What follows belongs to an exercise in optimizing a design on an open flow for small area; a production flow would make more cautious choices.
The RTL was checked by simulation tests, not by an equivalence proof against the original design.
Power is estimated from default activity; no workload was simulated.

===== design.v =====
module omni_audio (
    input             clk,
    input             rst,
    input             cmd_valid,
    output            cmd_ready,
    input      [4:0]  cmd_op,
    input      [15:0] cmd_arg0,
    input      [15:0] cmd_arg1,
    input      [15:0] cmd_arg2,
    input      [15:0] cmd_arg3,
    input      [15:0] cmd_arg4,
    input             cmd_kind,
    input      [2:0]  cmd_block,
    output            mem_req,
    output     [15:0] mem_addr,
    input             mem_ack,
    input      [7:0]  mem_rdata,
    output            chip_we,
    output     [7:0]  chip_reg,
    output     [7:0]  chip_val,
    output            chip_gen,
    input             chip_svalid,
    input      [15:0] chip_sample,
    output            pcm_valid,
    output     [15:0] pcm_data,
    output            resp_valid,
    output            resp_some,
    output     [15:0] resp_id
);
    localparam [31:0] STEP4 = 32'd596591;      
    localparam [4:0] OP_STARTUP  = 5'h01;
    localparam [4:0] OP_SHUTDOWN = 5'h02;
    localparam [4:0] OP_SETFX    = 5'h03;
    localparam [4:0] OP_SETMUS   = 5'h04;
    localparam [4:0] OP_PLAYFX   = 5'h05;
    localparam [4:0] OP_STOPFX   = 5'h06;
    localparam [4:0] OP_QUERYFX  = 5'h07;
    localparam [4:0] OP_STARTMUS = 5'h08;
    localparam [4:0] OP_STOPMUS  = 5'h09;
    localparam [4:0] OP_PRODUCE  = 5'h10;
    localparam [5:0] S_IDLE    = 6'd0;
    localparam [5:0] S_ACC     = 6'd1;
    localparam [5:0] S_STUP    = 6'd2;
    localparam [5:0] S_FXSTOP  = 6'd3;
    localparam [5:0] S_SEQSTOP = 6'd4;
    localparam [5:0] S_LOADSEQ = 6'd5;
    localparam [5:0] S_PRI     = 6'd6;
    localparam [5:0] S_INSADDR = 6'd7;
    localparam [5:0] S_INSRD   = 6'd8;
    localparam [5:0] S_LOADCH  = 6'd9;
    localparam [5:0] S_PLOAD   = 6'd10;
    localparam [5:0] S_PCHK    = 6'd11;
    localparam [5:0] S_SEQ     = 6'd13;
    localparam [5:0] S_SRD     = 6'd14;
    localparam [5:0] S_SINC    = 6'd15;
    localparam [5:0] S_SEQDEC  = 6'd16;
    localparam [5:0] S_URD     = 6'd17;
    localparam [5:0] S_UINC    = 6'd18;
    localparam [5:0] S_FMA0    = 6'd19;
    localparam [5:0] S_FMKEY   = 6'd20;
    localparam [5:0] S_GEN     = 6'd23;
    localparam [5:0] S_GW      = 6'd24;
    localparam [5:0] S_SEND    = 6'd25;
    localparam [5:0] S_SWIN    = 6'd26;
    localparam [5:0] S_SWOUT   = 6'd27;
    localparam [5:0] S_OSYNC   = 6'd32;
    localparam [5:0] S_OADD    = 6'd33;
    localparam [5:0] S_OSUB    = 6'd34;
    localparam [5:0] S_MSYNC   = 6'd36;
    localparam [5:0] S_MUL     = 6'd37;
    localparam [5:0] S_MUL15   = 6'd38;
    localparam [5:0] S_MULEND  = 6'd39;
    reg [5:0]  st;
    reg [3:0]  k;
    reg [4:0]  ph;
    reg [1:0]  fx;           
    reg        mus;
    reg        tmode;        
    reg [1:0]  quad;
    reg        sact;
    reg        act, lv;
    reg [7:0]  r_last;       
    reg        cf;           
    reg [2:0]  blk;
    reg        en, lvl;
    reg [7:0]  rbuf;
    reg        ackd;         
    reg        bf;           
    reg        pz;           
    reg        eqf;          
    reg        dz;           
    reg        gt;           
    reg        c1, c2;       
    reg [15:0] r_rate, r_id, r_pri, r_cnt, r_pc, r_rem, r_send, r_sbase, r_dt, r_scur;
    reg [15:0] z_ptr;
    reg [31:0] acc, bnd;
    wire [3:0] bp    = ph[3:0];
    wire       wend  = (bp == 4'd15);
    wire       b0    = (bp == 4'd0);
    wire       is32  = st[5];
    wire       adv   = is32 ? (ph == 5'd31) : wend;
    wire a0b = cmd_arg0[bp];
    wire a1b = cmd_arg1[bp];
    wire a2b = cmd_arg2[bp];
    wire a3b = cmd_arg3[bp];
    wire a4b = cmd_arg4[bp];
    wire rate_o = r_rate[0];
    wire cnt_o  = r_cnt[0];
    wire pc_o   = r_pc[0];
    wire rem_o  = r_rem[0];
    wire send_o = r_send[0];
    wire sb_o   = r_sbase[0];
    wire dt_o   = r_dt[0];
    wire ptr_o  = z_ptr[0];
    wire scur_o = r_scur[0];
    wire uz  = (rbuf == 8'd0);       
    wire chg = !lv || cf;
    assign cmd_ready  = ((st == S_ACC) && wend) || ((st == S_IDLE) && !cmd_valid);
    assign resp_valid = (st == S_ACC) && wend && (cmd_op == OP_QUERYFX);
    assign resp_some  = act;
    assign resp_id    = {r_id[0], r_id[15:1]};
    assign mem_req  = ((st == S_INSRD) || (st == S_SRD) || (st == S_URD)) && !ackd;
    assign mem_addr = z_ptr;
    reg [3:0] ins_hi;
    always @(*) begin
        case (k[2:0])
            3'd0: ins_hi = 4'h2;
            3'd1: ins_hi = 4'h4;
            3'd2: ins_hi = 4'h6;
            3'd3: ins_hi = 4'h8;
            default: ins_hi = 4'hE;
        endcase
    end
    wire [7:0] ins_reg = {ins_hi, 2'b00, k[3], k[3]};
    wire [3:0] ins_ofs = {k[2:0], k[3]};
    wire rd_w = mem_ack && ((st == S_INSRD) || ((st == S_SRD) && (k[1:0] == 2'd1)));
    wire stopc = (cmd_op != OP_PRODUCE) || !act;    
    assign chip_we = rd_w ||
                     (wend && (((st == S_FXSTOP) && stopc && fx[1]) ||
                               ((st == S_SEQSTOP) && mus) ||
                               (st == S_FMA0) || (st == S_FMKEY) ||
                               ((st == S_LOADCH) && cmd_kind)));
    assign chip_reg = (st == S_INSRD)  ? ins_reg :
                      (st == S_SRD)    ? rbuf :
                      (st == S_FMA0)   ? 8'hA0 :
                      (st == S_LOADCH) ? 8'hC0 : 8'hB0;
    assign chip_val = ((st == S_INSRD) || (st == S_SRD)) ? mem_rdata :
                      (st == S_FMA0)  ? rbuf :
                      (st == S_FMKEY && !uz) ? {3'b001, blk, 2'b00} : 8'h00;
    assign chip_gen = (st == S_GEN) && wend;
    wire [15:0] tone_v  = !en ? 16'd0 : (lvl ? 16'd1000 : -16'sd1000);
    wire [16:0] mix_sum = {chip_sample[15], chip_sample} + {tone_v[15], tone_v};
    assign pcm_valid = (st == S_GW) && chip_svalid;
    assign pcm_data  = (fx == 2'd1) ? mix_sum[16:1] : chip_sample;
    wire c1i = b0 ? ((st == S_LOADSEQ) || (st == S_INSADDR) || (st == S_SEND) ? 1'b0 : 1'b1) : c1;
    wire c2i = b0 ? 1'b1 : c2;
    wire [15:0] dval = tmode ? 16'd140 : 16'd35;       
    wire [15:0] dcon = tmode ? 16'd560 : 16'd140;
    wire [15:0] kcon = tmode ? 16'd1120 : 16'd280;
    wire d_b = dcon[bp];
    wire k_b = kcon[bp];
    reg rate_i, id_i, pri_i, cnt_i, pc_i, rem_i, send_i, sb_i, dt_i, ptr_i, scur_i;
    reg ptr_sh;
    reg c1n, c2n;
    always @(*) begin
        rate_i = rate_o; id_i = r_id[0]; pri_i = r_pri[0]; cnt_i = cnt_o;
        pc_i = pc_o; rem_i = rem_o; send_i = send_o; sb_i = sb_o; dt_i = dt_o;
        ptr_i = ptr_o; scur_i = scur_o; ptr_sh = 1'b0;
        c1n = c1i; c2n = c2i;
        case (st)
            S_STUP: rate_i = a0b;
            S_LOADCH: begin
                id_i = a0b; pri_i = a1b; rem_i = a3b;
                ptr_i = a2b; ptr_sh = 1'b1;
            end
            S_INSADDR: begin
                ptr_i = a4b ^ (ins_ofs[bp[1:0]] & (bp < 4'd4)) ^ c1i;
                c1n   = (a4b & (ins_ofs[bp[1:0]] & (bp < 4'd4))) |
                        (c1i & (a4b | (ins_ofs[bp[1:0]] & (bp < 4'd4))));
                ptr_sh = 1'b1;
            end
            S_LOADSEQ: begin
                sb_i = a2b; scur_i = a2b;
                send_i = a2b ^ a3b ^ c1i;
                c1n = (a2b & a3b) | (c1i & (a2b | a3b));
                dt_i = 1'b0;
            end
            S_PLOAD: pc_i = a3b;
            S_PCHK: if (!pz && bf) cnt_i = rate_o;
            S_SEND: begin
                cnt_i = cnt_o ^ d_b ^ c1i;
                c1n   = (~cnt_o & d_b) | (~cnt_o & c1i) | (d_b & c1i);
                pc_i  = pc_o ^ c2i;
                c2n   = ~pc_o & c2i;
            end
            S_UINC: begin
                ptr_i = ptr_o ^ c1i; c1n = ptr_o & c1i; ptr_sh = 1'b1;
                rem_i = rem_o ^ c2i; c2n = ~rem_o & c2i;
            end
            S_SWIN, S_SWOUT: begin
                ptr_i = scur_o; ptr_sh = 1'b1;
                scur_i = ptr_o;
            end
            S_SINC: begin
                ptr_i = ptr_o ^ c1i; c1n = ptr_o & c1i; ptr_sh = 1'b1;
                if (k[1:0] == 2'd2 && !bp[3]) dt_i = rbuf[bp[2:0]];
                if (k[1:0] == 2'd3 &&  bp[3]) dt_i = rbuf[bp[2:0]];
            end
            S_SEQDEC: begin
                if (eqf) begin
                    scur_i = sb_o;
                    dt_i = 1'b0;
                end else begin
                    dt_i = dt_o ^ c1i; c1n = ~dt_o & c1i;
                end
            end
            default: ;
        endcase
    end
    wire        ph0    = (ph == 5'd0);
    wire        a_o    = acc[0];
    wire        b_o    = bnd[0];
    wire        r_b    = ph[4] ? 1'b0 : rate_o;
    wire        st_b   = STEP4[ph];
    wire        u_b    = rbuf[3'd7 - k[2:0]];    
    wire        d1     = ph0 ? 1'b0 : bnd[31];
    wire        d4     = (ph < 5'd4) ? 1'b0 : bnd[28];
    wire        o_sub  = (st == S_OSUB);
    reg         x_a, x_b, x_c;
    always @(*) begin
        x_a = a_o; x_b = 1'b0; x_c = ph0 ? 1'b0 : c1;
        case (st)
            S_OADD: x_b = st_b;
            S_OSUB: begin x_b = ~b_o; x_c = ph0 ? 1'b1 : c1; end
            S_MUL: begin x_a = (k == 4'd0) ? 1'b0 : d1; x_b = u_b & r_b; end
            S_MUL15: begin x_a = d4; x_b = ~a_o; x_c = ph0 ? 1'b1 : c1; end
            S_MULEND: begin x_a = 1'b0; x_c = 1'b0; end
            default: ;
        endcase
    end
    wire        a_n    = x_a ^ x_b ^ x_c;
    wire        a_cy   = (x_a & x_b) | (x_a & x_c) | (x_b & x_c);
    wire        a_wr   = (st == S_OADD) || (st == S_MUL) || (st == S_MUL15) ||
                         (st == S_MULEND) || o_sub;
    wire        a_in   = a_wr ? a_n : a_o;
    wire        b_in   = ((st == S_MUL) || (st == S_MUL15) || (st == S_MULEND)) ? a_o : b_o;
    wire        g_c    = ph0 ? 1'b1 : c2;
    wire        g_n    = (a_in & ~b_o) | (a_in & g_c) | (~b_o & g_c);
    wire gt_n  = (r_pri[0] & ~a1b) | (~(r_pri[0] ^ a1b) & (b0 ? 1'b0 : gt));
    wire accept = ((fx == 2'd1 && !cmd_kind) || (fx == 2'd2 && cmd_kind)) && !(act && gt_n);
    always @(posedge clk) begin
        ph     <= rst ? 5'd0 : ph + 5'd1;
        r_rate <= {rate_i, r_rate[15:1]};
        r_id   <= {id_i,   r_id[15:1]};
        r_pri  <= {pri_i,  r_pri[15:1]};
        r_cnt  <= {cnt_i,  r_cnt[15:1]};
        r_pc   <= {pc_i,   r_pc[15:1]};
        r_rem  <= {rem_i,  r_rem[15:1]};
        r_send <= {send_i, r_send[15:1]};
        r_sbase<= {sb_i,   r_sbase[15:1]};
        r_dt   <= {dt_i,   r_dt[15:1]};
        r_scur <= {scur_i, r_scur[15:1]};
        if (ptr_sh)  z_ptr  <= {ptr_i,  z_ptr[15:1]};
        r_last <= {(st == S_UINC) ? rbuf[bp[2:0]] : r_last[0], r_last[7:1]};
        cf     <= (b0 ? 1'b0 : cf) | (r_last[0] ^ rbuf[bp[2:0]]);
        c1 <= is32 ? a_cy : c1n;
        c2 <= is32 ? g_n  : c2n;
        acc <= {a_in, acc[31:1]};
        bnd <= {b_in, bnd[31:1]};
        gt <= gt_n;
        if (st == S_SEND) bf <= (~cnt_o & k_b) | (~(cnt_o ^ k_b) & (b0 ? 1'b0 : bf));
        if (st == S_SEND || st == S_PLOAD) pz <= (b0 ? 1'b1 : pz) & ~pc_i;
        if (st == S_UINC) act <= (b0 ? 1'b0 : act) | rem_i;
        if (st == S_LOADSEQ || st == S_SINC)
            eqf <= (b0 ? 1'b1 : eqf) & ((st == S_LOADSEQ) ? (scur_i == send_i) : (ptr_i == send_o));
        if (st == S_LOADSEQ || st == S_SEQDEC || (st == S_SINC && k[1:0] == 2'd3))
            dz <= (b0 ? 1'b1 : dz) & ~dt_i;
        if (mem_ack)
            rbuf <= mem_rdata;
        if (mem_ack || chip_svalid)
            ackd <= 1'b1;
        else if (adv)
            ackd <= 1'b0;
        if (rst) begin
            st <= S_IDLE;
        end else if (adv) begin
            case (st)
            S_IDLE: if (cmd_valid) begin
                case (cmd_op)
                OP_STARTUP: st <= S_STUP;
                OP_SHUTDOWN, OP_SETFX, OP_STOPFX: st <= S_FXSTOP;
                OP_SETMUS, OP_STARTMUS, OP_STOPMUS: st <= S_SEQSTOP;
                OP_PLAYFX:  st <= S_PRI;
                OP_PRODUCE: st <= S_PLOAD;
                default:    st <= S_ACC;
                endcase
            end
            S_STUP: begin
                fx <= 2'd0; mus <= 1'b0; tmode <= 1'b0; en <= 1'b0; lvl <= 1'b0;
                sact <= 1'b0; act <= 1'b0; bf <= 1'b1;
                st <= S_ACC;
            end
            S_ACC: begin
                if (cmd_op == OP_SETFX)  fx  <= cmd_arg0[1:0];
                if (cmd_op == OP_SETMUS) mus <= cmd_arg0[0];
                st <= S_IDLE;
            end
            S_PRI: st <= accept ? S_FXSTOP : S_ACC;
            S_FXSTOP: begin
                if (stopc) begin
                    act <= 1'b0; lv <= 1'b0; en <= 1'b0;
                end
                k <= 4'd0;
                if (cmd_op == OP_PRODUCE)
                    st <= S_GEN;
                else if (cmd_op == OP_SHUTDOWN)
                    st <= S_SEQSTOP;
                else if (cmd_op == OP_PLAYFX)
                    st <= cmd_kind ? S_INSADDR : S_LOADCH;
                else
                    st <= S_ACC;
            end
            S_SEQSTOP: begin
                sact <= 1'b0;
                st <= (cmd_op == OP_STARTMUS && mus) ? S_LOADSEQ : S_ACC;
            end
            S_LOADSEQ: begin
                sact <= 1'b1;
                st <= S_ACC;
            end
            S_INSADDR: st <= S_INSRD;
            S_INSRD: if (ackd) begin
                k <= (k[2:0] == 3'd4) ? 4'b1000 : k + 4'd1;
                st <= (k == 4'b1100) ? S_LOADCH : S_INSADDR;
            end
            S_LOADCH: begin
                act <= 1'b1; lv <= 1'b0; blk <= cmd_block;
                st <= S_ACC;
            end
            S_PLOAD: st <= S_PCHK;
            S_PCHK: begin
                if (pz)
                    st <= S_ACC;
                else if (bf) begin
                    if (sact && !tmode) quad <= 2'd0;
                    tmode <= sact;
                    st <= sact ? S_SEQ : (act ? S_URD : S_GEN);
                end else
                    st <= S_GEN;
            end
            S_SEQ: begin
                k <= 4'd0;
                st <= (dz && !eqf) ? S_SWIN : S_SEQDEC;
            end
            S_SWIN:  st <= S_SRD;
            S_SWOUT: st <= S_SEQ;
            S_SRD: if (ackd) st <= S_SINC;
            S_SINC: begin
                k <= k + 4'd1;
                st <= (k[1:0] == 2'd3) ? S_SWOUT : S_SRD;
            end
            S_SEQDEC: begin
                eqf  <= 1'b0;           
                quad <= quad + 2'd1;
                st <= (quad == 2'd0 && act) ? S_URD : S_GEN;
            end
            S_URD: if (ackd) st <= S_UINC;
            S_UINC: begin
                k <= 4'd0;
                lv <= 1'b1;
                st <= S_FXSTOP;
                if (chg) begin
                    if (fx[1])
                        st <= uz ? S_FMKEY : S_FMA0;
                    else if (uz)
                        en <= 1'b0;
                    else
                        st <= S_MSYNC;
                end
            end
            S_FMA0:  st <= S_FMKEY;
            S_FMKEY: st <= S_FXSTOP;
            S_GEN: st <= S_GW;
            S_GW: if (ackd) st <= S_SEND;
            S_SEND: st <= en ? S_OSYNC : S_PCHK;
            S_OSYNC: st <= S_OADD;
            S_OADD: begin
                if (g_n) lvl <= ~lvl;
                st <= g_n ? S_OSUB : S_PCHK;
            end
            S_OSUB: st <= g_n ? S_OSUB : S_PCHK;
            S_MSYNC: st <= S_MUL;
            S_MUL: begin
                k <= k + 4'd1;
                if (k == 4'd7) st <= S_MUL15;
            end
            S_MUL15: st <= S_MULEND;
            S_MULEND: begin
                en <= 1'b1;
                st <= S_FXSTOP;
            end
            default: st <= S_IDLE;
            endcase
        end
    end
endmodule

===== config.mk =====
export PLATFORM = sky130hd
export DESIGN_NAME = omni_audio
export DESIGN_NICKNAME = omni_audio
export VERILOG_FILES = /design/flow/design.v
export SDC_FILE = /design/flow/constraint.sdc
export NUM_CORES = 4
export LEC_CHECK = 0
export CAP_MARGIN = 0
export CORE_MARGIN = 2
export CORE_UTILIZATION = 60
export CTS_BUF_LIST = sky130_fd_sc_hd__clkbuf_4
export PLACE_DENSITY = 0.75
export SLEW_MARGIN = 0

===== flow/run.sh =====
#!/bin/bash
set -euo pipefail
export BUFFER_PORTS_ARGS="-buffer_cell sky130_fd_sc_hd__buf_1"
export CTS_ARGS="-sink_clustering_enable -repair_clock_nets -buf_list sky130_fd_sc_hd__clkbuf_4 -sink_clustering_size 10 -sink_clustering_max_diameter 40 -dont_use_dummy_load"
bash standard.sh > standard_flow.log 2>&1

===== standard.sh =====
#!/bin/bash
# synth_recipe.tcl (not shown) runs the flow's synth.tcl, then flattens the netlist and writes it again
# the make line also repeats each setting of config.mk as NAME=value (left out here)
make -C /OpenROAD-flow-scripts/flow DESIGN_CONFIG=/design/flow/config.mk WORK_HOME=/design/flow/orfs CLKGATE_MAP_FILE= SYNTH_SCRIPT=/design/flow/synth_recipe.tcl "${@:-finish}"

===== constraint.sdc =====
create_clock -name core_clock -period 120.0 [get_ports {clk}]
set_input_delay 24.0000 -clock core_clock [delete_from_list [all_inputs] [get_ports {clk}]]
set_output_delay 24.0000 -clock core_clock [all_outputs]
set_load 0.01 [all_outputs]

==> summary.txt, run 1 <==
Tcrit/Tclk final=0.419; die footprint=roughly 19000 um^2; 1st-iter DRT viols=726; Worst Hold Launch=r_last[1]$_DFF_P_; syn avg cell area=11.4 um^2; GRT overflow=0; Slew HR=0.279; routed vias/inst=5.88; vias in the first global route=7973; CP endpoint kind=output port; total track usage=0.270; DP Wirelength=19.2 mm; Critical Path Fanout Max=3; synthesized instance count=962; Fmax=between 15 and 20 MHz; largest net degree at the start of global routing=37; post-route minimum period=50280 ps; total setup buffers inserted after CTS=0; final hold vios=0; TritonCTS clock tree=yes; Antenna Violating Nets Remaining=0; Hold/Removal Path Class=reg2reg; main flop type after synthesis=dfxtp_1; cell count after placement=1345; mapped cell area=10900 um^2; Final nets=1316; Final Util=0.676; number of synthesized flops with an enable pin=43; final max-slew violation count=0; RSZ-0062 raised after global routing=false; height of the die=139 um; WL per Instance=19.0 um; drt first pass iters=5; leakage power=4.63 nW; H-tree levels=2; IO Pins=189; initial antenna violation count=1; CTS-repair resized insts=0; clk root buf=clkbuf_4; Initial Util=0.611; final number of setup-violating endpoints=0; count of different cell masters after synthesis=74; Reg2Reg Depth=13; Critical Path RT=96000 ps; flop2flop setup slack=115990 ps; chip width=between 100 and 150 um; core area=17900 um^2; RR Endpoint=st[3]$_SDFFE_PP0P_; Yosys reg bits=294; MaxCap Viol Count=0; worst-margin pin slew=between 1000 and 1500 ps; vias=about 8000; Seq/Total Area, Yosys=0.578; Hold Path Stages=0; Hold EP=r_last[0]$_DFF_P_; first-pass GRT wire length=41.5 mm; Metal-1 WL=11.2 mm; CTS sink cnt=294; setup TNS=0 ps; status=no timing/DRC/antenna violations; Power Density=12.8 nW/um^2; Max Used Layer=met4; clock transition at the registers of the reported paths=100 ps; port buffer count=188; GP Congestion=between 0.9 and 1; DRC=0; RR Startpoint=st[5]$_SDFFE_PP0P_; final WL=26.2 mm; Synth async-reset ratio=0; share of layout cells above drive strength 1=0.0918; clk latency of the worst-skew pair=610 ps; Syn. warnings=1; Worst Setup Path Type=in2out; # fillers=between 1000 and 1500; Fin Clk Skew=57.9 ps; type of origin of the critical path=input pin; Arr. time, crit path=26280 ps; DR WL met2=12.0 mm; hold buffers post-CTS=0; Worst VDD drop=0.00986 mV; Non-Filler Instances=1385; TritonCTS Buffers=39; synth-to-layout area growth=10.7%; placement row count=49; met3 WL=roughly 2.2 mm; deepest clock path buffer count=3; syn_nets=1121
==> through the flow <==
step                      area (um^2)  hold slack (ps)  power [mW]  setup slack [ps]
final                           12100              281       0.155             69720
after global routing            12100              281       0.162             69550
after CTS                       12100              283       0.157             69740
after detailed placement        11800              312       0.114             69760
after global placement          11800              310       0.114             69820
after floorplan                 10900              310       0.110             70150
==> worst max path at each step <==
| stage | startpoint | end | slack [ps] | cells after the start |
|---|---|---|---|---|
| 2_1_floorplan | chip_sample[4] | pcm_data[13] | 70150 | 8 |
| 3_3_place_gp | chip_sample[4] | pcm_data[13] | 69820 | 10 |
| 5_1_grt | chip_sample[4] | pcm_data[13] | 69550 | 10 |
| 3_5_place_dp | chip_sample[4] | pcm_data[13] | 69760 | 10 |
| 4_1_cts | chip_sample[4] | pcm_data[13] | 69740 | 10 |
| 6_report | chip_sample[4] | pcm_data[13] | 69720 | 10 |
==> cells in the final DEF, fill, tap and decap left out, types with 11 or more instances in the layout <==
cell,count
dfxtp_1,250
buf_1,188
nand2_1,87
nor2_1,60
inv_1,45
edfxtp_1,43
o21ai_0,42
clkbuf_4,39
ha_1,37
a21oi_1,35
mux4_2,29
nor3_1,23
nand3_1,20
nor2b_1,15
a31oi_1,15
nand2b_1,13
and3_1,13
xnor2_1,11
==> registers in the layout, summed over array words and instances, names as in the netlist, 2 cells and up <==
| signal | flops |
|---|---|
| blk | 3 |
| fx | 2 |
| k | 4 |
| r_rem | 16 |
| r_rate | 16 |
| r_id | 16 |
| r_send | 16 |
| rbuf | 8 |
| r_dt | 16 |
| r_last | 8 |
| r_pri | 16 |
| ph | 5 |
| quad | 2 |
| z_ptr | 16 |
| r_sbase | 16 |
| bnd | 32 |
| r_cnt | 16 |
| r_pc | 16 |
| st | 6 |
| r_scur | 16 |
| acc | 32 |
==> cell families (layout without fill, tap and decap cells) <==
kind of cell             Yosys count  count (layout)  synth area share
flip-flops                       294             294             0.578
AND/OR/NAND/NOR                  284             284             0.132
AO/OA/AOI/OAI                    187             187             0.116
buffers and inverters             91             284            0.0338
multiplexers                      44              44            0.0745
adder cells (fa/ha/maj)           42              42            0.0506
XOR/XNOR                          20              20            0.0160
other                              0               1                 0
==> cells in the mapped netlist, types with 20 or more instances <==
cell type	instances	area share
o21ai_0	42	0.019
dfxtp_1	251	0.46
clkbuf_1	26	0.0089
nand2_1	87	0.030
nor2_1	61	0.021
nand3_1	20	0.0092
inv_1	45	0.015
edfxtp_1	43	0.12
mux4_2	29	0.060
nor3_1	23	0.011
a21oi_1	35	0.016
ha_1	37	0.042
==> power breakdown <==
group          internal [mW]  switching [mW]  leakage [nW]
clock                 0.0150          0.0284         0.179
combinational        0.00530         0.00533          2.02
sequential             0.100        0.000921          2.43
==> layout make-up <==
| type | instances | area (um^2) | area share |
|---|---|---|---|
| Antenna cell | 1 | 2.50 | 0.000207 |
| Clock buffer | 39 | 293 | 0.0242 |
| Inverter | 48 | 180 | 0.0149 |
| Multi-Input combinational cell | 577 | 4250 | 0.351 |
| Sequential cell | 294 | 6320 | 0.522 |
| Tap cell | 229 | 287 | 0.0237 |
| Timing Repair Buffer | 197 | 773 | 0.0639 |
==> worst max-delay path, cell delays in order <==
cell,delay [ps]
buf_1,100
ha_1,300
a21o_1,180
a21o_1,220
a2111oi_0,630
o31a_1,270
a211oi_1,120
xnor2_1,140
o21ai_0,150
buf_1,170
==> routing by layer <==
layer  global-route usage  vias up
li1                     -     3850
met1                0.367     3794
met2                0.439      436
met3               0.0525       66
met4               0.0936        0
met5                    0        -
==> inputs of run 2 (changes only) <==
--- a/config.mk
+++ b/config.mk
@@ -6,8 +6,8 @@
 export NUM_CORES = 4
 export LEC_CHECK = 0
-export CAP_MARGIN = 0
+export CAP_MARGIN = 20
 export CORE_MARGIN = 2
 export CORE_UTILIZATION = 60
 export CTS_BUF_LIST = sky130_fd_sc_hd__clkbuf_4
 export PLACE_DENSITY = 0.75
-export SLEW_MARGIN = 0
+export SLEW_MARGIN = 20
==> run 2 against run 1 <==
Critical endpoint unchanged; still clean on timing, DRC and antenna; power about the same; first-iteration DRC count increased by 1.7%; die area unchanged; setup slack about the same; critical path depth unchanged; routed wire length increased by 0.15%; global-route usage unchanged; sequential power about the same; core utilization about the same; flip-flop and latch count unchanged; largest cell class unchanged; clock power about the same; area after synthesis unchanged.
==> summary.txt, run 2 <==
mapped cell area=10900 um^2; Power Density=between 10 and 15 nW/um^2; setup TNS=0 ps; CTS-repair resized insts=0; H-tree levels=2; Register Area=6320 um^2; Synth top cells by count=dfxtp_1, nand2_1, nor2_1; Arr. time, crit path=26280 ps; largest net degree at the start of global routing=37; number of synthesized flops with an enable pin=43; height of the die=139 um; DP Wirelength=19.2 mm; cell taking the most area after synthesis=dfxtp_1; Critical Path Fanout Max=3; total setup buffers inserted after CTS=0; vias in the first global route=roughly 8000; type of origin of the critical path=input pin; 1st-iter DRT viols=738; Top Registers=acc x32, bnd x32; Fin Clk Skew=52.9 ps; top-count cell post-synth=dfxtp_1; syn_nets=~1100; Syn. warnings=1; port buffer count=188; post-route minimum period=50280 ps; drt first pass iters=5; hold buffers post-CTS=0; worst-margin pin slew=892 ps; status=no timing/DRC/antenna violations; Final nets=1316; Pwr Total=0.155 mW; initial antenna violation count=1; synthesized instance count=962; routed vias/inst=between 5 and 6; final number of setup-violating endpoints=0; vias=8138; Yosys reg bits=294; count of different cell masters after synthesis=74; first-pass GRT wire length=41.5 mm; Critical Path RT=96000 ps; Tcrit/Tclk final=0.419; MaxCap Viol Count=0; placement row count=49; Initial Util=0.611; deepest clock path buffer count=3; share of layout cells above drive strength 1=0.0918; die footprint=19300 um^2; GP Congestion=0.988; chip width=about 140 um; CP endpoint kind=output port; clock transition at the registers of the reported paths=100 ps; Antenna Violating Nets Remaining=0; syn avg cell area=11.4 um^2; main flop type after synthesis=dfxtp_1; Hold/Removal Path Class=reg2reg; WL per Instance=19.0 um; area of placed instances=between 10000 and 15000 um^2; dominant cells by area after synthesis=dfxtp_1, edfxtp_1, mux4_2; most frequent cells in the layout=dfxtp_1, buf_1, nand2_1; final hold vios=0; fin area=12100 um^2; IO Pins=189; clk root buf=clkbuf_4; final WL=26.3 mm; Seq/Total Area, Yosys=0.578; top cell type's share of synthesized area=0.460; leakage power=4.64 nW; commonest non-fill, non-tap cell in the layout=dfxtp_1; Worst VDD drop=0.00986 mV; final max-slew violation count=0; core area=17900 um^2; Synth async-reset ratio=0; Worst Setup Path Type=in2out; total track usage=0.270; TritonCTS clock tree=yes; CTS sink cnt=294; clk latency of the worst-skew pair=about 600 ps; synth-to-layout area growth=10.8%; DRC=0; GRT overflow=0; # fillers=1433; Hold Slack=282 ps; area of the multi-input gates=between 4000 and 5000 um^2; Fmax=19.9 MHz; RSZ-0062 raised after global routing=false; Slew HR=0.405; TritonCTS Buffers=39
-- run 2: cell type report --
cell class | count | area share
inverters | 48 | 0.0149
well taps | 229 | 0.0237
multi-input cells | 577 | 0.352
flip-flops and latches | 294 | 0.522
clock buffers | 39 | 0.0242
repair buffers | 197 | 0.0638
diodes | 1 | 0.000207
-- run 2: metrics by stage --
| stage | std cells | utilization | worst slack [ps] |
|---|---|---|---|
| after floorplan | 962 | - | 70150 |
| after global placement | 1345 | 0.660 | 69820 |
| after detailed placement | 1345 | 0.660 | 69760 |
| after CTS | 1384 | 0.676 | 69740 |
| after global routing | 1385 | 0.677 | 69550 |
| final | 1385 | 0.677 | 69720 |
-- run 2: worst paths after layout --
check        slack (ps)                  to                from  cells after the start
max reg2reg      115980  st[3]$_SDFFE_PP0P_  st[5]$_SDFFE_PP0P_                     13
max               69720        pcm_data[13]      chip_sample[4]                     10
min reg2reg         280   r_last[0]$_DFF_P_   r_last[1]$_DFF_P_                      0
min                 280   r_last[0]$_DFF_P_   r_last[1]$_DFF_P_                      0
-- run 2: cell families after synthesis --
group | count (synthesis) | synth area share
AOI/OAI and AO/OA | 187 | 0.116
xor gates and xnor gates | 20 | 0.0160
adders and majority gates | 42 | 0.0506
buffers and inverters | 91 | 0.0338
DFF | 294 | 0.578
muxes | 44 | 0.0745
and+or+nand+nor | 284 | 0.132
-- run 2: critical path, stage by stage --
cell,delay (ps)
buf_1,100
ha_1,300
a21o_1,180
a21o_1,220
a2111oi_0,630
o31a_1,270
a211oi_1,120
xnor2_1,140
o21ai_0,150
buf_1,170
-- run 2: report_power, final --
group | switching, mW | leakage (nW) | internal, mW
Clock | 0.0284 | 0.179 | 0.0150
Sequential | 0.000929 | 2.43 | 0.100
Combinational | 0.00535 | 2.03 | 0.00531
-- run 2: layer usage --
layer  vias up  global-route usage  routed length [um]
li1       3853                   -                   -
met2       448               0.439               12200
met1      3789               0.367               11200
met4         0              0.0936                 619
met3        48              0.0525                2300
met5         -                   0                   0
==> inputs of run 3 (changes only) <==
==> flow/run.sh (replaced) <==
#!/bin/bash
set -euo pipefail
here=$(pwd)
mkdir -p "$here/scripts"
for f in "$FLOW_HOME"/scripts/*; do
  ln -sfn "$f" "$here/scripts/"
done
rm -f "$here/scripts/abc_area.script"
cp "$here/flow/abc_area.script" "$here/scripts/abc_area.script"
export SCRIPTS_DIR="$here/scripts"
export BUFFER_PORTS_ARGS="-buffer_cell sky130_fd_sc_hd__buf_1"
export CTS_ARGS="-sink_clustering_enable -repair_clock_nets -buf_list sky130_fd_sc_hd__clkbuf_4 -sink_clustering_size 10 -sink_clustering_max_diameter 40 -dont_use_dummy_load"
bash standard.sh > standard_flow.log 2>&1
==> flow/abc_area.script (new file) <==
strash
dch
amap
topo
--- a/config.mk
+++ b/config.mk
@@ -6,4 +6,5 @@
 export NUM_CORES = 4
 export LEC_CHECK = 0
+export ABC_AREA = 1
 export CAP_MARGIN = 20
 export CORE_MARGIN = 2
==> run 3 against run 2 <==
First-iteration DRC count down 5.8%; count of clock-buffer cells in the layout did not move; clock power up 1%; power increased by 0.44%; highest routed layer unchanged; via count rose by 0.96%; hold slack better by 12 ps; sequential power barely moved; register-to-register slack got worse by 1200 ps; setup slack lost 470 ps; non-clock buffer count decreased by 3; combinational power up 4%; flip-flop and latch count unchanged.
==> summary.txt, run 3 <==
dominant cells by area after synthesis=dfxtp_1, edfxtp_1, ha_1; Fin Clk Skew=57.6 ps; main flop type after synthesis=dfxtp_1; port buffer count=roughly 190; Top Usage Layer GRT=met2; clk root buf=clkbuf_4; CTS sink cnt=294; hold buffers post-CTS=0; TritonCTS clock tree=yes; deepest clock path buffer count=3; H-tree levels=2; TritonCTS Buffers=39; RSZ-0062 raised after global routing=false; share of layout cells above drive strength 1=0.0385; setup TNS=0 ps; core area=around 17000 um^2; leakage power=roughly 4.2 nW; Reg2Reg Depth=18; placement row count=47; Yosys reg bits=294; Synth async-reset ratio=0; WL per Instance=18.4 um; clk latency of the worst-skew pair=between 600 and 700 ps; routed vias/inst=5.80; syn_nets=1123; Crit path largest cell delay=370 ps; cell taking the most area after synthesis=dfxtp_1; synth-to-layout area growth=12.8%; syn avg cell area=approximately 11 um^2; height of the die=~130 um; Hold/Removal Path Class=reg2reg; first-pass GRT wire length=40.5 mm; Slew HR=0.410; Worst VDD drop=0.0124 mV; Tcrit/Tclk final=0.423; Hold Path Stages=0; synthesized instance count=approximately 960; MaxCap Viol Count=0; GP Congestion=0.953; 1st-iter DRT viols=695; Final Util=0.694; Pwr Total=around 0.16 mW; Critical Path Fanout Max=3; most used cell, CP=nor2_1; total setup buffers inserted after CTS=0; grt met2 use=0.465; initial antenna violation count=1; critical path's slowest cell=fa_1; Seq/Total Area, Yosys=0.617; Initial Util=0.615; worst-margin pin slew=882 ps; Fmax=19.7 MHz; final hold vios=0; Syn. warnings=1; Worst Setup Path Type=in2out; chip width=between 100 and 150 um; commonest non-fill, non-tap cell in the layout=dfxtp_1; drt first pass iters=6; number of synthesized flops with an enable pin=between 40 and 50; vias=roughly 8000; DP Wirelength=19.2 mm; Power Density=13.5 nW/um^2; # fillers=1302; final number of setup-violating endpoints=0; Arr. time, crit path=between 20000 and 30000 ps; Synth top cells by count=dfxtp_1, nor2_1, clkinv_1; type of origin of the critical path=input pin; grt met1 use=0.388; largest net degree at the start of global routing=52; top cell type's share of synthesized area=0.491; mapped cell area=10200 um^2; final max-slew violation count=0; status=no timing/DRC/antenna violations; grt met3 use=0.0507; Final nets=1356; most frequent cells in the layout=dfxtp_1, buf_1, nor2_1; post-route minimum period=around 51000 ps; clock transition at the registers of the reported paths=100 ps; IO Pins=189; die footprint=18100 um^2; DRC=0; GRT overflow=0; top-count cell post-synth=dfxtp_1; CTS-repair resized insts=0; Critical Path RT=~96000 ps; final WL=26.1 mm; CP endpoint kind=output port; CP Cell Sequence=buf_1 -> ha_1 -> clkinv_1 -> fa_1 -> clkinv_1 -> nand2_1 -> nand2_1 -> a21oi_1 -> nor2_1 -> o21a_1 -> nor2_1 -> o31ai_1 -> clkinv_1 -> o31ai_1 -> a21oi_1 -> nor2_1 -> nor2_1 -> a21oi_1 -> o22a_1 -> buf_1; count of different cell masters after synthesis=49; vias in the first global route=7798; Top Registers=acc x32, bnd x32; Antenna Violating Nets Remaining=0; total track usage=0.286
run 3: changes by cell type in the layout (fill, tap and decap cells not counted), moves of 31 or more:
cell / change
a22oi_1: +39
clkinv_1: +101
inv_1: -45
nor2_1: +63
o22a_1: +31
run 3: worst paths after layout:
check | start | slack [ps] | end
worst min-delay path | r_sbase[2]$_DFF_P_ | 290 | r_sbase[1]$_DFF_P_
worst max register to register | ph[1]$_SDFF_PP0_ | 114770 | st[3]$_SDFFE_PP0P_
worst max-delay path | chip_sample[3] | 69240 | pcm_data[14]
worst min register to register | r_sbase[2]$_DFF_P_ | 290 | r_sbase[1]$_DFF_P_
run 3: cells by family after synthesis:
kind of cell | Yosys count | synth area share
buffers and inverters | 103 | 0.0381
flip-flops | 294 | 0.617
AND/OR/NAND/NOR | 262 | 0.112
AO/OA/AOI/OAI | 263 | 0.179
XOR/XNOR | 1 | 0.000856
adder cells (fa/ha/maj) | 41 | 0.0530
run 3: power breakdown:
part           internal, mW  leakage, nW  switching, mW  total (mW)
Combinational       0.00444         1.61        0.00662      0.0111
Sequential            0.100         2.43       0.000496       0.101
Clock                0.0150        0.179         0.0288      0.0439
run 3: per-stage QoR:
stage	cell area [um^2]	hold WS [ps]	setup WS (ps)	instances
4_1_cts	11500	297	69240	1415
3_3_place_gp	11300	310	69290	1376
3_5_place_dp	11300	312	69250	1376
5_1_grt	11500	297	68940	1416
2_1_floorplan	10200	310	69700	964
6_report	11500	293	69240	1416
run 3: per-layer routing:
layer / part of all wire / vias up
li1: - / 3960
met1: 0.43 / 3783
met2: 0.46 / 409
met3: 0.079 / 64
met4: 0.026 / 0
met5: 0 / -
run 3: area by class of cell:
cell class	count	area [um^2]	area share
Clock buffer	39	293	0.0254
Tap cell	220	275	0.0238
Timing Repair Buffer	194	751	0.0650
Sequential cell	294	6320	0.547
Multi-Input combinational cell	567	3530	0.306
Inverter	101	379	0.0328
Antenna cell	1	2.50	0.000217
run 3: worst max-delay path, delay by kind of cell:
family                   cells  cell delay [ps]
AO/OA/AOI/OAI                7             1190
adder cells (fa/ha/maj)      2              560
buffers and inverters        5              530
AND/OR/NAND/NOR              6              480
==> inputs of run 4 (changes only) <==
--- a/flow/run.sh
+++ b/flow/run.sh
@@ -9,4 +9,5 @@
 cp "$here/flow/abc_area.script" "$here/scripts/abc_area.script"
 export SCRIPTS_DIR="$here/scripts"
+export ADDER_MAP_FILE=
 export BUFFER_PORTS_ARGS="-buffer_cell sky130_fd_sc_hd__buf_1"
 export CTS_ARGS="-sink_clustering_enable -repair_clock_nets -buf_list sky130_fd_sc_hd__clkbuf_4 -sink_clustering_size 10 -sink_clustering_max_diameter 40 -dont_use_dummy_load"
==> run 4 against run 3 <==
Area after synthesis down 4.5%; hold slack better by 9.4 ps; combinational power down 7%; power down 1.5%; clock skew up 4.6 ps; register-to-register slack better by 550 ps; count of clock-buffer cells in the layout down 1.
==> summary.txt, run 4 <==
TritonCTS clock tree=yes; Worst Setup Path Type=in2out; leakage power=3.98 nW; 1st-iter DRT viols=795; vias=8126; Initial Util=0.616; Worst Hold Launch=r_rem[4]$_DFF_P_; die footprint=around 17000 um^2; vias in the first global route=7553; placement row count=46; number of synthesized flops with an enable pin=43; clock transition at the registers of the reported paths=approximately 90 ps; Fin Clk Skew=62.3 ps; IO Pins=between 150 and 200; largest net degree at the start of global routing=22; Tcrit/Tclk final=0.425; Seq pwr share=0.657; Synth async-reset ratio=0; Yosys reg bits=slightly below 300; RR Startpoint=ph[2]$_SDFF_PP0_; most used cell, CP=nor2_1; Pint=0.119 mW; top-count cell post-synth=dfxtp_1; total setup buffers inserted after CTS=0; final number of setup-violating endpoints=0; CP endpoint kind=output port; # fillers=1234; CTS-repair resized insts=0; Power Density=13.8 nW/um^2; RSZ-0062 raised after global routing=false; core area=15900 um^2; Final nets=1301; hold buffers post-CTS=0; critical path's slowest cell=a311o_1; H-tree levels=2; cell taking the most area after synthesis=dfxtp_1; Worst VDD drop=0.0146 mV; Hold/Removal Path Class=reg2reg; synthesized instance count=950; drt first pass iters=7; chip width=~130 um; Buf/Inv on CP=3; Arr. time, crit path=~27000 ps; Fmax=between 15 and 20 MHz; count of different cell masters after synthesis=43; syn avg cell area=10.3 um^2; worst-margin pin slew=a little under 900 ps; height of the die=132 um; routed vias/inst=5.81; initial antenna violation count=1; clk latency of the worst-skew pair=620 ps; mapped cell area=9780 um^2; setup TNS=0 ps; Top Registers=acc x32, bnd x32; CTS sink cnt=between 200 and 300; status=no timing/DRC/antenna violations; GP Congestion=1.00; most frequent cells in the layout=dfxtp_1, buf_1, nor2_1; type of origin of the critical path=input pin; final hold vios=0; RR Endpoint=st[3]$_SDFFE_PP0P_; DP Wirelength=18.4 mm; fin area=~11000 um^2; Sw Ratio=0.226; final WL=24.8 mm; syn_nets=about 1100; CP Cell Sequence=buf_1 -> nand2_1 -> o21ai_0 -> nor2_1 -> nor2_1 -> clkinv_1 -> a311o_1 -> a221oi_1 -> nor3_1 -> nor2_1 -> o311a_1 -> nor2_1 -> a21oi_1 -> o21ai_0 -> nor2_1 -> a21oi_1 -> o21ai_0 -> buf_1; total track usage=0.283; main flop type after synthesis=dfxtp_1; Reg2Reg Depth=17; final max-slew violation count=0; Crit path max-delay family=compound AO/OA/AOI/OAI gates; flop2flop setup slack=around 120000 ps; synth-to-layout area growth=13.3%; Critical Path RT=96000 ps; Hold Path Stages=0; Slew HR=0.417; port buffer count=188; Syn. warnings=1; share of layout cells above drive strength 1=0.0381; Crit path largest cell delay=410 ps; commonest non-fill, non-tap cell in the layout=dfxtp_1; Antenna Violating Nets Remaining=0; post-route minimum period=between 50000 and 60000 ps; clk root buf=clkbuf_4; MaxCap Viol Count=0; combinational share of power=0.067; Critical Path Fanout Max=3; area of placed instances=between 10000 and 15000 um^2; deepest clock path buffer count=3; GRT overflow=0; Seq/Total Area, Yosys=0.646; DRC=0; Synth top cells by count=dfxtp_1, nor2_1, clkinv_1; first-pass GRT wire length=between 30 and 40 mm; TritonCTS Buffers=38; NetSw=0.0346 mW; top cell type's share of synthesized area=0.514; Hold EP=r_rem[3]$_DFF_P_; dominant cells by area after synthesis=dfxtp_1, edfxtp_1, nor2_1; clock network power share=0.276; WL per Instance=17.7 um
==> run 4: how the worst max path moves through the flow <==
stage,depth (start not counted),endpoint,start
global placement,18,pcm_data[15],chip_sample[4]
CTS,18,pcm_data[15],chip_sample[4]
global route,18,pcm_data[15],chip_sample[4]
finish,18,pcm_data[15],chip_sample[4]
floorplan,15,pcm_data[15],chip_sample[4]
detailed placement,18,pcm_data[15],chip_sample[4]
==> run 4: cells by family (layout without fill, tap and decap cells) <==
family | Yosys count | count (layout) | share of synthesized area
compound gates | 268 | 268 | 0.188
buf+inv | 98 | 329 | 0.0380
flops | 294 | 294 | 0.646
other cells | 0 | 1 | 0
simple gates | 290 | 290 | 0.128
==> run 4: layer usage <==
layer	share of wire	vias up	GRT usage
met1	0.42	3731	0.389
met3	0.094	67	0.0559
met4	0.031	0	0.107
met2	0.45	416	0.447
li1	-	3912	-
met5	0	-	0
==> run 4: layout make-up <==
class | instances | area, um^2 | share of cell area
Tap cell | 216 | 270 | 0.0244
Inverter | 96 | 360 | 0.0325
Multi-Input combinational cell | 558 | 3090 | 0.279
Clock buffer | 38 | 285 | 0.0257
Timing Repair Buffer | 195 | 758 | 0.0684
Sequential cell | 294 | 6320 | 0.570
Antenna cell | 1 | 2.50 | 0.000226
==> run 4: power groups by stage <==
| stage | logic (mW) | clock network, mW | registers [mW] |
|---|---|---|---|
| after global routing | 0.0113 | 0.0476 | 0.101 |
| after CTS | 0.0101 | 0.0442 | 0.101 |
| after global placement | 0.00993 | 0 | 0.103 |
| after floorplan | 0.00614 | 0 | 0.103 |
| after detailed placement | 0.0101 | 0 | 0.103 |
| final | 0.0103 | 0.0424 | 0.101 |
==> run 4: metrics by stage <==
step / setup WS [ps] / hold WS (ps) / utilization / total power, mW / instances
2_1_floorplan: 69560 / 310 / - / 0.109 / 950
3_3_place_gp: 69180 / 310 / 0.680 / 0.113 / 1359
3_5_place_dp: 69070 / 312 / 0.680 / 0.113 / 1359
4_1_cts: 69060 / 309 / 0.698 / 0.155 / 1397
5_1_grt: 68680 / 308 / 0.698 / 0.160 / 1398
6_report: 69010 / 303 / 0.698 / 0.153 / 1398
==> run 4: worst reg2reg max path, cell delays in order, from the launching register on <==
cell	delay (ps)
dfxtp_1	480
nor2_1	490
nand2_1	480
nor2_1	520
a31oi_1	190
a32oi_1	270
o21ai_0	150
and2_0	210
nor2_1	140
a211oi_1	100
a21oi_1	280
nor2_1	100
a21oi_1	320
o221ai_1	270
a2111oi_0	360
nor2_1	70
a21oi_1	140
nor2_1	50
==> inputs of run 5 (changes only) <==
--- a/design.v
+++ b/design.v
@@ -90,5 +90,4 @@
     reg        eqf;          
     reg        dz;           
-    reg        gt;           
     reg        c1, c2;       
     reg [15:0] r_rate, r_id, r_pri, r_cnt, r_pc, r_rem, r_send, r_sbase, r_dt, r_scur;
@@ -155,4 +154,5 @@
     wire c1i = b0 ? ((st == S_LOADSEQ) || (st == S_INSADDR) || (st == S_SEND) ? 1'b0 : 1'b1) : c1;
     wire c2i = b0 ? 1'b1 : c2;
+    wire gt_n = (r_pri[0] & ~a1b) | (~(r_pri[0] ^ a1b) & (b0 ? 1'b0 : c2));
     wire [15:0] dval = tmode ? 16'd140 : 16'd35;       
     wire [15:0] dcon = tmode ? 16'd560 : 16'd140;
@@ -187,4 +187,5 @@
             end
             S_PLOAD: pc_i = a3b;
+            S_PRI: c2n = gt_n;
             S_PCHK: if (!pz && bf) cnt_i = rate_o;
             S_SEND: begin
@@ -247,5 +248,4 @@
     wire        g_c    = ph0 ? 1'b1 : c2;
     wire        g_n    = (a_in & ~b_o) | (a_in & g_c) | (~b_o & g_c);
-    wire gt_n  = (r_pri[0] & ~a1b) | (~(r_pri[0] ^ a1b) & (b0 ? 1'b0 : gt));
     wire accept = ((fx == 2'd1 && !cmd_kind) || (fx == 2'd2 && cmd_kind)) && !(act && gt_n);
     always @(posedge clk) begin
@@ -268,5 +268,4 @@
         acc <= {a_in, acc[31:1]};
         bnd <= {b_in, bnd[31:1]};
-        gt <= gt_n;
         if (st == S_SEND) bf <= (~cnt_o & k_b) | (~(cnt_o ^ k_b) & (b0 ? 1'b0 : bf));
         if (st == S_SEND || st == S_PLOAD) pz <= (b0 ? 1'b1 : pz) & ~pc_i;
--- a/config.mk
+++ b/config.mk
@@ -9,6 +9,6 @@
 export CAP_MARGIN = 20
 export CORE_MARGIN = 2
-export CORE_UTILIZATION = 60
+export CORE_UTILIZATION = 70
 export CTS_BUF_LIST = sky130_fd_sc_hd__clkbuf_4
-export PLACE_DENSITY = 0.75
+export PLACE_DENSITY = 0.85
 export SLEW_MARGIN = 20
==> run 5 against run 4 <==
Still clean; first-iteration DRC count up 67%; power increased by 1.9%; register-to-register slack worse by 1600 ps; sequential share of layout area rose by 0.21 points; final area is 0.68% lower; non-clock buffer count shrank 2; global-route usage is 14 points higher; synthesized cell count is 0.11% lower; core utilization increased by 10 points; flip-flop and latch count fell by 1; clock skew rose by 33 ps; area after synthesis decreased by 0.23%; largest cell class unchanged.
==> summary.txt, run 5 <==
CP endpoint kind=output port; hold buffers post-CTS=0; height of the die=~120 um; clk latency of the worst-skew pair=~670 ps; most frequent cells in the layout=dfxtp_1, buf_1, nor2_1; Yosys reg bits=293; core area=13700 um^2; Power Density=14.2 nW/um^2; number of synthesized flops with an enable pin=43; DRC=0; Hold EP=r_send[13]$_DFF_P_; top cell type's share of synthesized area=0.513; largest net degree at the start of global routing=22; Worst Setup Path Type=in2out; total setup buffers inserted after CTS=0; dominant cells by area after synthesis=dfxtp_1, edfxtp_1, nor2_1; placement row count=43; worst-margin pin slew=around 1100 ps; total track usage=0.420; H-tree levels=2; initial antenna violation count=1; RR Startpoint=ph[0]$_SDFF_PP0_; die footprint=between 10000 and 15000 um^2; Worst Hold Launch=r_send[14]$_DFF_P_; Final nets=1299; # fillers=834; 1st-iter DRT viols=1324; Reg2Reg Depth=19; GRT overflow=0; post-route minimum period=51500 ps; flop2flop setup slack=113700 ps; TritonCTS Buffers=39; port buffer count=188; Pint=0.119 mW; leakage power=3.91 nW; routed vias/inst=6.56; area of placed instances=10700 um^2; Critical Path RT=~96000 ps; type of origin of the critical path=input pin; Arr. time, crit path=27500 ps; first-pass GRT wire length=47.2 mm; synthesized instance count=949; IO Pins=189; Hold/Removal Path Class=reg2reg; mapped cell area=~9800 um^2; setup TNS=0 ps; TritonCTS clock tree=yes; status=no timing/DRC/antenna violations; RR Endpoint=st[3]$_SDFFE_PP0P_; syn_nets=1067; main flop type after synthesis=dfxtp_1; Sw Ratio=0.242; vias=~9000; final max-slew violation count=0; Fin Clk Skew=94.8 ps; count of different cell masters after synthesis=44; combinational share of power=0.070; deepest clock path buffer count=3; top-count cell post-synth=dfxtp_1; Critical Path Fanout Max=4; cell taking the most area after synthesis=dfxtp_1; Antenna Violating Nets Remaining=0; vias in the first global route=8762; chip width=122 um; fin area=11000 um^2; CTS sink cnt=293; Synth top cells by count=dfxtp_1, nor2_1, clkinv_1; Slew HR=0.262; CTS-repair resized insts=0; WL per Instance=22.2 um; syn avg cell area=10.3 um^2; final WL=30.2 mm; GP Congestion=1.12; synth-to-layout area growth=12.8%; clock transition at the registers of the reported paths=110 ps; drt first pass iters=7; Hold Path Stages=0; Fmax=19.4 MHz; Final Util=0.802; final number of setup-violating endpoints=0; Top Registers=acc x32, bnd x32; clk root buf=clkbuf_4; final hold vios=0; Tcrit/Tclk final=0.429; clock network power share=0.290; DP Wirelength=22.1 mm; Synth async-reset ratio=0; Seq/Total Area, Yosys=0.645; NetSw=0.0378 mW; Syn. warnings=1; share of layout cells above drive strength 1=0.0373; MaxCap Viol Count=0; RSZ-0062 raised after global routing=false; commonest non-fill, non-tap cell in the layout=dfxtp_1; Initial Util=0.711; Seq pwr share=0.641; Worst VDD drop=0.0102 mV
## run 5: cell count changes in the layout (fill, tap and decap cells not counted), moves of 2 or more
cell,previous run,this run
a21oi_1,58,50
o2111ai_1,1,3
buf_4,7,5
and3_1,2,0
o211ai_1,3,1
or2_0,5,3
o221ai_1,12,14
nor2_1,149,144
o22ai_1,23,26
a2111oi_0,5,3
a221oi_1,14,16
nand3_1,6,11
clkinv_1,96,103
nand4_1,8,10
## run 5: routing by layer
layer,GRT usage,vias up,share of wire
li1,-,3901,-
met1,0.518,4098,0.36
met2,0.670,736,0.46
met3,0.106,183,0.11
met4,0.246,0,0.065
met5,0,-,0
## run 5: critical path, stage by stage
cell	delay (ps)
buf_1	120
nor2b_1	170
nor2_1	270
clkinv_1	200
o31ai_1	760
a211oi_1	240
o311a_1	430
o311a_1	350
o311ai_0	460
nand2_1	90
o21ai_0	90
o22a_1	160
buf_1	150
## run 5: area by class of cell
type | count | area (um^2) | area share
Multi-Input combinational cell | 551 | 3060 | 0.278
Tap cell | 180 | 225 | 0.0205
Clock buffer | 39 | 293 | 0.0266
Antenna cell | 1 | 2.50 | 0.000227
Timing Repair Buffer | 193 | 743 | 0.0675
Inverter | 103 | 387 | 0.0351
Sequential cell | 293 | 6300 | 0.572
## run 5: how the worst max path moves through the flow
stage | cells after the start | to | startpoint | slack (ps)
2_1_floorplan | 13 | pcm_data[15] | chip_sample[4] | 69730
3_3_place_gp | 13 | pcm_data[13] | chip_sample[5] | 69410
3_5_place_dp | 13 | pcm_data[13] | chip_sample[5] | 68860
4_1_cts | 13 | pcm_data[13] | chip_sample[5] | 68820
5_1_grt | 13 | pcm_data[13] | chip_sample[5] | 68230
6_report | 13 | pcm_data[13] | chip_sample[5] | 68500
## run 5: logic make-up after synthesis
group,after synthesis,synth area share
AOI/OAI and AO/OA,262,0.186
buffers and inverters,105,0.0408
DFF,293,0.645
and+or+nand+nor,289,0.128
## run 5: power groups by stage
stage | clock network (mW) | registers [mW] | logic, mW
after global routing | 0.0492 | 0.100 | 0.0117
after floorplan | 0 | 0.102 | 0.00594
after global placement | 0 | 0.102 | 0.00987
after CTS | 0.0452 | 0.100 | 0.0104
final | 0.0453 | 0.100 | 0.0109
after detailed placement | 0 | 0.102 | 0.0103
## run 5: through the flow
| step | setup WS (ps) | hold slack [ps] | cells | total power [mW] |
|---|---|---|---|---|
| finish | 68500 | 306 | 1360 | 0.156 |
| global route | 68230 | 316 | 1360 | 0.161 |
| CTS | 68820 | 308 | 1359 | 0.156 |
| detailed placement | 68860 | 312 | 1320 | 0.113 |
| global placement | 69410 | 310 | 1320 | 0.112 |
| floorplan | 69730 | 310 | 949 | 0.108 |
==> inputs of run 6 (changes only) <==
--- a/flow/run.sh
+++ b/flow/run.sh
@@ -11,4 +11,4 @@
 export ADDER_MAP_FILE=
 export BUFFER_PORTS_ARGS="-buffer_cell sky130_fd_sc_hd__buf_1"
-export CTS_ARGS="-sink_clustering_enable -repair_clock_nets -buf_list sky130_fd_sc_hd__clkbuf_4 -sink_clustering_size 10 -sink_clustering_max_diameter 40 -dont_use_dummy_load"
+export CTS_ARGS="-sink_clustering_enable -repair_clock_nets -buf_list sky130_fd_sc_hd__clkbuf_4 -sink_clustering_size 12 -sink_clustering_max_diameter 40 -dont_use_dummy_load"
 bash standard.sh > standard_flow.log 2>&1
==> run 6 against run 5 <==
Area after synthesis did not move; highest routed layer unchanged; register-to-register slack improved by 110 ps; global-route usage shrank 1.2 points; final area down 0.21%; power is 1.5% lower; setup slack lost 2.0 ps; sequential share of layout area is 0.12 points higher; cell count fell by 0.22%; still clean on timing, DRC and antenna; critical path type unchanged; flip-flop and latch count is the same.
==> summary.txt, run 6 <==
status=no timing/DRC/antenna violations; hold buffers post-CTS=0; top-count cell post-synth=dfxtp_1; DP Wirelength=about 22 mm; critical path's slowest cell=o31ai_1; height of the die=122 um; placement row count=43; IO Pins=189; Worst Setup Path Type=in2out; GP Congestion=1.12; Non-Filler Instances=1357; Hold/Removal Path Class=reg2reg; Worst VDD drop=approximately 0.011 mV; setup TNS=0 ps; Fmax=a little under 20 MHz; chip width=~120 um; commonest non-fill, non-tap cell in the layout=dfxtp_1; Post-Place Setup Slack=68860 ps; core area=13700 um^2; CP endpoint kind=output port; Arr. time, crit path=27500 ps; first-pass GRT wire length=45.8 mm; Final nets=1296; synth-to-layout area growth=12.6%; final WL=29.8 mm; number of synthesized flops with an enable pin=43; GRT overflow=0; mapped cell area=between 9000 and 10000 um^2; Slew HR=0.252; main flop type after synthesis=dfxtp_1; worst-margin pin slew=between 1000 and 1500 ps; final number of setup-violating endpoints=0; largest net degree at the start of global routing=22; Register Area=6300 um^2; TritonCTS clock tree=yes; deepest clock path buffer count=3; total setup buffers inserted after CTS=0; most frequent cells in the layout=dfxtp_1, buf_1, nor2_1; Antenna Violating Nets Remaining=0; final max-slew violation count=0; Crit path max-delay family=compound AO/OA/AOI/OAI gates; area of the multi-input gates=slightly above 3000 um^2; clk root buf=clkbuf_4; syn_nets=1067; Synth top cells by count=dfxtp_1, nor2_1, clkinv_1; TritonCTS Buffers=36; type of origin of the critical path=input pin; cell count after placement=1320; top cell type's share of synthesized area=0.513; syn avg cell area=~10 um^2; setup slack after layout=68500 ps; total track usage=0.408; WL per Instance=22.0 um; Power Density=about 14 nW/um^2; drt first pass iters=8; Synth async-reset ratio=0; Fin Clk Skew=77.4 ps; Final Util=0.801; CP Cell Sequence=buf_1 -> nor2b_1 -> nor2_1 -> clkinv_1 -> o31ai_1 -> a211oi_1 -> o311a_1 -> o311a_1 -> o311ai_0 -> nand2_1 -> o21ai_0 -> o22a_1 -> buf_1; vias in the first global route=8649; Critical Path Fanout Max=4; Yosys reg bits=slightly below 300; vias=about 9000; count of different cell masters after synthesis=between 40 and 50; Crit path largest cell delay=approximately 730 ps; post-route minimum period=roughly 51000 ps; share of layout cells above drive strength 1=0.0349; dominant cells by area after synthesis=dfxtp_1, edfxtp_1, nor2_1; Tcrit/Tclk final=0.429; routed vias/inst=6.49; Critical Path RT=roughly 96000 ps; RSZ-0062 raised after global routing=false; clock transition at the registers of the reported paths=roughly 120 ps; 1st-iter DRT viols=1161; Buf/Inv on CP=3; final hold vios=0; DRC=0; cell taking the most area after synthesis=dfxtp_1; port buffer count=188; Top Registers=acc x32, bnd x32; CTS-repair resized insts=0; # fillers=851; leakage power=3.90 nW; H-tree levels=2; die footprint=14900 um^2; Syn. warnings=1; MaxCap Viol Count=0; Seq/Total Area, Yosys=0.645; synthesized instance count=949; CTS sink cnt=293; Initial Util=0.711; initial antenna violation count=1; clk latency of the worst-skew pair=approximately 650 ps
==> run 6: cell count changes in the layout (fill, tap and decap cells not counted) <==
cell / delta
clkbuf_4: -3
==> run 6: through the flow <==
stage | power (mW) | hold slack, ps | cell area [um^2]
5_1_grt | 0.158 | 291 | 11000
3_3_place_gp | 0.112 | 310 | 10700
6_report | 0.154 | 295 | 11000
4_1_cts | 0.154 | 294 | 11000
2_1_floorplan | 0.108 | 310 | 9760
3_5_place_dp | 0.113 | 312 | 10700
==> run 6: worst paths after layout <==
check	to	cells past startpoint	slack, ps	from
hold reg to reg	r_last[6]$_DFF_P_	0	300	r_last[7]$_DFF_P_
setup reg to reg	st[3]$_SDFFE_PP0P_	19	113810	ph[0]$_SDFF_PP0_
setup / recovery	pcm_data[13]	13	68500	chip_sample[5]
hold / removal	r_last[6]$_DFF_P_	0	300	r_last[7]$_DFF_P_
==> run 6: cell type report <==
class / count / area share
sequential: 293 / 0.573
multi-input combinational: 551 / 0.279
tap: 180 / 0.0205
inverter: 103 / 0.0352
timing repair buffer: 193 / 0.0677
clock buffer: 36 / 0.0246
antenna: 1 / 0.000228
==> run 6: per-layer routing <==
metal / wire [um] / GRT usage / vias up
met4: 1870 / 0.245 / 0
met5: 0 / 0 / -
met1: 10800 / 0.508 / 4037
met2: 13700 / 0.655 / 727
li1: - / - / 3887
met3: 3360 / 0.0861 / 162
==> run 6: logic make-up after synthesis <==
logic type      after synthesis  share of synthesized area
flops                       293                      0.645
simple gates                289                      0.128
compound gates              262                      0.186
buf+inv                     105                     0.0408
==> run 6: worst reg2reg max path: stages, from the launching register on <==
cell and delay, ps:
dfxtp_1 410, nor2_1 890, clkinv_1 410, nor2_1 550, clkinv_1 460, nor2_1 430
a31oi_1 170, a32oi_1 280, o21ai_0 170, and2_0 240, nor2_1 160, a211oi_1 110
a21oi_1 240, nor2_1 100, a21oi_1 230, o221ai_1 200, a2111oi_0 670, nor2_1 80
a21oi_1 150, nor2_1 70
==> run 6: report_power, final <==
group | switching [mW] | leakage (nW) | total, mW | internal (mW)
sequential | 0.000439 | 2.42 | 0.100 | 0.0997
combinational | 0.00701 | 1.31 | 0.0109 | 0.00384
clock | 0.0291 | 0.166 | 0.0430 | 0.0139
total | 0.0366 | 3.90 | 0.154 | 0.117

==> afterwards: timing with drivers on the ports <==
Ports are ideal in the flow. The routed layouts listed here were re-timed in OpenROAD. Step 1 assumes that a clkbuf_16 drives the clock port and a buf_2 every other input. Step 2, shift: input delay + t, output delay - t, t = (earliest + latest rising clock arrival at the registers) / 2. This alone moves slack from input paths to output paths. a / b / c = ideal / step 1 / step 2; a / b = the first two.
| run | t, ns | setup WS [ns] | worst setup path at the end |
|---|---|---|---|
| run 1 | 0.624 | 69.718 / 69.688 / 69.688 | input to output |
| run 2 | 0.619 | 69.717 / 69.688 / 69.688 | input to output |
| run 3 | 0.642 | 69.243 / 69.217 / 69.217 | input to output |
| run 4 | 0.633 | 69.011 / 68.990 / 68.990 | input to output |
| run 5 | 0.665 | 68.505 / 68.480 / 68.480 | input to output |
| run 6 | 0.652 | 68.503 / 68.479 / 68.479 | input to output |
After both steps every run listed still meets setup and hold. For run 1, which loses most, drivers alone change the setup slack by -0.030 ns; drivers and shift together by -0.030 ns.
